From an optimization exercise on the open Yosys and OpenROAD flow, aimed at small area, a short achievable clock period and few clock cycles per item; shortcuts taken in it are not production practice.

run 1:
==> flow/design.v <==
module tcp_rx (
    input  wire        clk,
    input  wire        rst,
    input  wire        start,
    output wire        ready,
    input  wire        raw,
    input  wire [31:0] src_addr,
    input  wire [31:0] dst_addr,
    input  wire [15:0] len,
    input  wire        in_valid,
    output wire        in_ready,
    input  wire [31:0] in_data,
    output reg         done,
    output reg  [1:0]  result,
    output reg  [15:0] csum,
    output reg  [2:0]  seg_class,
    output reg  [15:0] payload_len,
    output reg  [15:0] sport,
    output reg  [15:0] dport,
    output reg  [31:0] seq_num,
    output reg  [31:0] ack_num,
    output reg  [3:0]  doff,
    output reg  [5:0]  flags,
    output reg  [15:0] window,
    output reg  [15:0] cksum_field,
    output reg  [15:0] urg_ptr
);
    localparam [1:0] RES_OK        = 2'd0;
    localparam [1:0] RES_MALFORMED = 2'd1;
    localparam [1:0] RES_CHECKSUM  = 2'd2;
    localparam [2:0] C_NONE   = 3'd0;
    localparam [2:0] C_DATA   = 3'd1;
    localparam [2:0] C_SYN    = 3'd2;
    localparam [2:0] C_SYNACK = 3'd3;
    localparam [2:0] C_ACK    = 3'd4;
    localparam [2:0] C_FIN    = 3'd5;
    localparam [2:0] C_FINACK = 3'd6;
    function [31:0] csa;
        input [15:0] a;
        input [15:0] b;
        input [15:0] c;
        reg   [15:0] s, k;
        begin
            s   = a ^ b ^ c;
            k   = (a & b) | (a & c) | (b & c);
            csa = {k[14:0], k[15], s};
        end
    endfunction
    function [15:0] eac_add;
        input [15:0] a;
        input [15:0] b;
        reg   [15:0] g, p, gg, pp, c;
        integer i, l;
        begin
            g  = a & b;
            p  = a ^ b;
            gg = g;
            pp = a | b;
            for (l = 1; l < 16; l = l * 2)
                for (i = 15; i >= l; i = i - 1) begin
                    gg[i] = gg[i] | (pp[i] & gg[i-l]);
                    pp[i] = pp[i] & pp[i-l];
                end
            c[0] = gg[15];
            for (i = 1; i < 16; i = i + 1)
                c[i] = gg[i-1] | (pp[i-1] & gg[15]);
            eac_add = p ^ c;
        end
    endfunction
    reg         ready_q;      
    reg         in_ready_q;   
    reg         pend_q;       
    reg         raw_q;
    reg  [1:0]  low_q;        
    reg         short_q;      
    reg         bad_q;        
    reg         clr_q;        
    reg  [13:0] rem_q;        
    reg  [2:0]  hc_q;         
    reg  [15:0] sx_q, sy_q;   
    assign ready    = ready_q;
    assign in_ready = in_ready_q;
    wire beat   = in_valid & in_ready_q;
    wire last   = (rem_q == 14'd0) | ((rem_q == 14'd1) & (low_q == 2'd0));
    wire busy0  = ~ready_q & ~in_ready_q;          
    wire clr    = clr_q;                           
    wire [3:0] lane_ok;
    assign lane_ok[3] = 1'b1;
    assign lane_ok[2] = (rem_q != 14'd0) | (low_q != 2'd1);
    assign lane_ok[1] = (rem_q != 14'd0) | (low_q == 2'd3);
    assign lane_ok[0] = (rem_q != 14'd0);
    wire [3:0]  lane = lane_ok & {4{in_ready_q}};
    wire [31:0] dm   = in_data & {{8{lane[3]}}, {8{lane[2]}}, {8{lane[1]}}, {8{lane[0]}}};
    wire [16:0] len6 = {1'b0, rem_q, low_q} + 17'd6;
    wire [15:0] op_z = raw_q            ? 16'd0 :
                       (hc_q == 3'd0)   ? len6[15:0] :
                       (hc_q == 3'd1)   ? {15'd0, len6[16]} : 16'd0;
    wire [31:0] l1 = csa(clr ? 16'd0 : sx_q, clr ? 16'd0 : sy_q, op_z);
    wire [15:0] op_a = ready_q ? src_addr[31:16] : l1[15:0];
    wire [15:0] op_b = ready_q ? src_addr[15:0]  : l1[31:16];
    wire [15:0] op_c = ready_q ? dst_addr[31:16] : dm[31:16];
    wire [15:0] op_d = ready_q ? dst_addr[15:0]  : dm[15:0];
    wire [31:0] l2 = csa(op_a, op_b, op_c);
    wire [31:0] l3 = csa(l2[15:0], l2[31:16], op_d);
    wire [15:0] fold   = eac_add(sx_q, sy_q);
    wire        sum_ok = ((sx_q ^ sy_q) == 16'hFFFF) | ((sx_q & sy_q) == 16'hFFFF);
    wire [14:0] pl_diff   = {1'b0, rem_q} + 15'd4 - {11'd0, doff};
    wire        pl_take   = in_valid & in_ready_q & (hc_q == 3'd4);
    wire        malformed = short_q | (doff < 4'd5) | bad_q;
    wire [5:0]  k         = flags & 6'h17;
    reg  [2:0]  cls;
    always @(*) begin
        if (payload_len != 16'd0)
            cls = ((flags & 6'h07) == 6'h00) ? C_DATA : C_NONE;
        else begin
            case (k)
                6'h02:   cls = C_SYN;
                6'h12:   cls = C_SYNACK;
                6'h10:   cls = C_ACK;
                6'h01:   cls = C_FIN;
                6'h11:   cls = C_FINACK;
                default: cls = C_NONE;
            endcase
        end
    end
    always @(posedge clk) begin
        csum        <= ~fold;
        seg_class   <= cls;
        if (raw_q)
            result <= RES_OK;
        else if (malformed)
            result <= RES_MALFORMED;
        else if (!sum_ok)
            result <= RES_CHECKSUM;
        else
            result <= RES_OK;
    end
    always @(posedge clk) begin
        if (in_valid || !in_ready_q)
            {sy_q, sx_q} <= l3;
    end
    always @(posedge clk) begin
        if (beat) begin
            case (hc_q)
                3'd0: begin
                    sport <= in_data[31:16];
                    dport <= in_data[15:0];
                end
                3'd1: seq_num <= in_data;
                3'd2: ack_num <= in_data;
                3'd3: begin
                    doff   <= in_data[31:28];
                    flags  <= in_data[21:16];
                    window <= in_data[15:0];
                end
                3'd4: begin
                    cksum_field <= in_data[31:16];
                    urg_ptr     <= in_data[15:0];
                end
                default: ;
            endcase
        end
    end
    always @(posedge clk) begin
        if (ready_q && start) begin
            raw_q <= raw;
            low_q   <= len[1:0];
            short_q <= (len[15:2] < 14'd5);
        end
        if (pl_take) begin
            payload_len <= {pl_diff[13:0], low_q};
            bad_q       <= pl_diff[14];
        end
        if (ready_q)
            clr_q <= raw;
        else if (beat)
            clr_q <= 1'b0;
        if (ready_q)
            hc_q <= 3'd0;
        else if (beat && hc_q != 3'd5)
            hc_q <= hc_q + 3'd1;
        if (ready_q)
            rem_q <= len[15:2];
        else if (beat)
            rem_q <= rem_q - 14'd1;
    end
    always @(posedge clk) begin
        if (rst) begin
            ready_q    <= 1'b1;
            in_ready_q <= 1'b0;
            pend_q     <= 1'b0;
            done       <= 1'b0;
        end else begin
            done <= ready_q & pend_q;
            if (ready_q) begin
                if (start) begin
                    ready_q    <= 1'b0;
                    in_ready_q <= (len != 16'd0);
                    pend_q     <= 1'b0;
                end else begin
                    pend_q     <= 1'b0;
                end
            end else if (busy0) begin
                ready_q <= 1'b1;
                pend_q  <= 1'b1;
            end else if (beat && last) begin
                in_ready_q <= 1'b0;
                ready_q    <= 1'b1;
                pend_q     <= 1'b1;
            end
        end
    end
endmodule
clock: 11.0 ns
lec_check: 0
cap_margin: 20
core_margin: 2
core_utilization: 40
place_density: 0.6
slew_margin: 20
standard.sh (not shown) runs the stock make flow with config.mk's settings and CLKGATE_MAP_FILE= SYNTH_SCRIPT=/design/flow/synth_recipe.tcl, a recipe that flattens the netlist after the stock synthesis.
==> flow/flow/run.sh <==
#!/bin/bash
# Layout flow: the standard ORFS flow (standard.sh) with these changes:
# - ports buffered by the smallest plain buffer (buf_1) instead of the
#   delay-cell buffer buffer_ports picks by default;
# - timing repair aimed at a setup margin below the clock period, so the
#   resizer works on the paths that set the achieved period;
# - clock tree synthesis without dummy loads.
# The make output goes to standard.log; each ORFS step writes its own log
# under orfs/logs/.
set -euo pipefail
bash standard.sh \
  "BUFFER_PORTS_ARGS=-buffer_cell sky130_fd_sc_hd__buf_1" \
  "SETUP_SLACK_MARGIN=7.0" \
  "CTS_ARGS=-sink_clustering_enable -repair_clock_nets -dont_use_dummy_load -sink_clustering_size 20 -sink_clustering_max_diameter 80" \
  finish > standard.log 2>&1
Run 1 | status: complete | timing, DRC, antenna: pass
Relative to run 1, the following input files were edited for run 2:
--- a/flow/design.v
+++ b/flow/design.v
@@ -72,8 +72,5 @@
     reg         pend_q;       
     reg         raw_q;
-    reg  [1:0]  low_q;        
-    reg         short_q;      
-    reg         bad_q;        
-    reg         clr_q;        
+    reg  [15:0] len_q;
     reg  [13:0] rem_q;        
     reg  [2:0]  hc_q;         
@@ -82,15 +79,15 @@
     assign in_ready = in_ready_q;
     wire beat   = in_valid & in_ready_q;
-    wire last   = (rem_q == 14'd0) | ((rem_q == 14'd1) & (low_q == 2'd0));
+    wire last   = (rem_q == 14'd0) | ((rem_q == 14'd1) & (len_q[1:0] == 2'd0));
     wire busy0  = ~ready_q & ~in_ready_q;          
-    wire clr    = clr_q;                           
+    wire clr    = raw_q & (hc_q == 3'd0);          
     wire [3:0] lane_ok;
     assign lane_ok[3] = 1'b1;
-    assign lane_ok[2] = (rem_q != 14'd0) | (low_q != 2'd1);
-    assign lane_ok[1] = (rem_q != 14'd0) | (low_q == 2'd3);
+    assign lane_ok[2] = (rem_q != 14'd0) | (len_q[1:0] != 2'd1);
+    assign lane_ok[1] = (rem_q != 14'd0) | (len_q[1:0] == 2'd3);
     assign lane_ok[0] = (rem_q != 14'd0);
     wire [3:0]  lane = lane_ok & {4{in_ready_q}};
     wire [31:0] dm   = in_data & {{8{lane[3]}}, {8{lane[2]}}, {8{lane[1]}}, {8{lane[0]}}};
-    wire [16:0] len6 = {1'b0, rem_q, low_q} + 17'd6;
+    wire [16:0] len6 = {1'b0, len_q} + 17'd6;
     wire [15:0] op_z = raw_q            ? 16'd0 :
                        (hc_q == 3'd0)   ? len6[15:0] :
@@ -105,11 +102,11 @@
     wire [15:0] fold   = eac_add(sx_q, sy_q);
     wire        sum_ok = ((sx_q ^ sy_q) == 16'hFFFF) | ((sx_q & sy_q) == 16'hFFFF);
-    wire [14:0] pl_diff   = {1'b0, rem_q} + 15'd4 - {11'd0, doff};
-    wire        pl_take   = in_valid & in_ready_q & (hc_q == 3'd4);
-    wire        malformed = short_q | (doff < 4'd5) | bad_q;
+    wire [16:0] pl_diff   = {1'b0, len_q} - {11'd0, doff, 2'b00};
+    wire [15:0] pl_len    = pl_diff[15:0];
+    wire        malformed = (len_q < 16'd20) || (doff < 4'd5) || pl_diff[16];
     wire [5:0]  k         = flags & 6'h17;
     reg  [2:0]  cls;
     always @(*) begin
-        if (payload_len != 16'd0)
+        if (pl_len != 16'd0)
             cls = ((flags & 6'h07) == 6'h00) ? C_DATA : C_NONE;
         else begin
@@ -126,4 +123,5 @@
     always @(posedge clk) begin
         csum        <= ~fold;
+        payload_len <= pl_len;
         seg_class   <= cls;
         if (raw_q)
@@ -165,15 +163,6 @@
         if (ready_q && start) begin
             raw_q <= raw;
-            low_q   <= len[1:0];
-            short_q <= (len[15:2] < 14'd5);
-        end
-        if (pl_take) begin
-            payload_len <= {pl_diff[13:0], low_q};
-            bad_q       <= pl_diff[14];
-        end
-        if (ready_q)
-            clr_q <= raw;
-        else if (beat)
-            clr_q <= 1'b0;
+            len_q <= len;
+        end
         if (ready_q)
             hc_q <= 3'd0;
Notes after the runs:
- Run 2: PASS, flow complete, no timing, DRC or antenna violations
- [compare] base=run 1 new=run 2: final critical-path setup slack higher; total number of placement rows went down; synthesized area shrank by 2.9%.
- Diff run 1 -> run 2 | detailed-route via count | down slightly
- Looking at register-to-register path setup slack across run 1 and run 2, the one that comes out higher is run 1.
- Fraction of the cycle the final worst path needs: higher on run 1
- Share of cell area taken by flip-flops and latches, run 1 and run 2, lower one = run 1.
- When run 2 is set beside run 1, its synthesized cell count turns out to be 42 smaller.
- Looking at number of sequential storage elements, run 2 sits 11 above run 1.
No functional check of the RTL was part of any run of this note.

-- re-timing with driven ports --
The flow's constraints put no driver on any port. The routed layouts listed below were extracted and timed again, unchanged, in two steps.
Step 1, drivers: a clkbuf_16 drives clk and a buf_2 each remaining input, both assumed.
Step 2 moves the port delays by t, midway between the first and last clock arrival at a register: inputs arrive t later, outputs are due t later. That takes back most of the time a late clock gives input paths.
Three values: no drivers, after step 1, after step 2; two values: the first two.
| run | shift t [ns] | setup slack, ns | worst setup path after step 2 | clock arrival spread, ns | slew at the worst register clock pin (ns) |
|---|---|---|---|---|---|
| run 1 | 0.534 | 7.162 / 7.112 / 6.816 | input to register | 0.032 / 0.033 | 0.09 / 0.09 |
| run 2 | 0.551 | 7.191 / 7.186 / 6.635 | input to register | 0.061 / 0.061 | 0.09 / 0.09 |
After both steps every run listed still meets setup and hold. For run 2, which loses most, drivers alone change the setup slack by -0.005 ns; drivers and shift together by -0.556 ns.
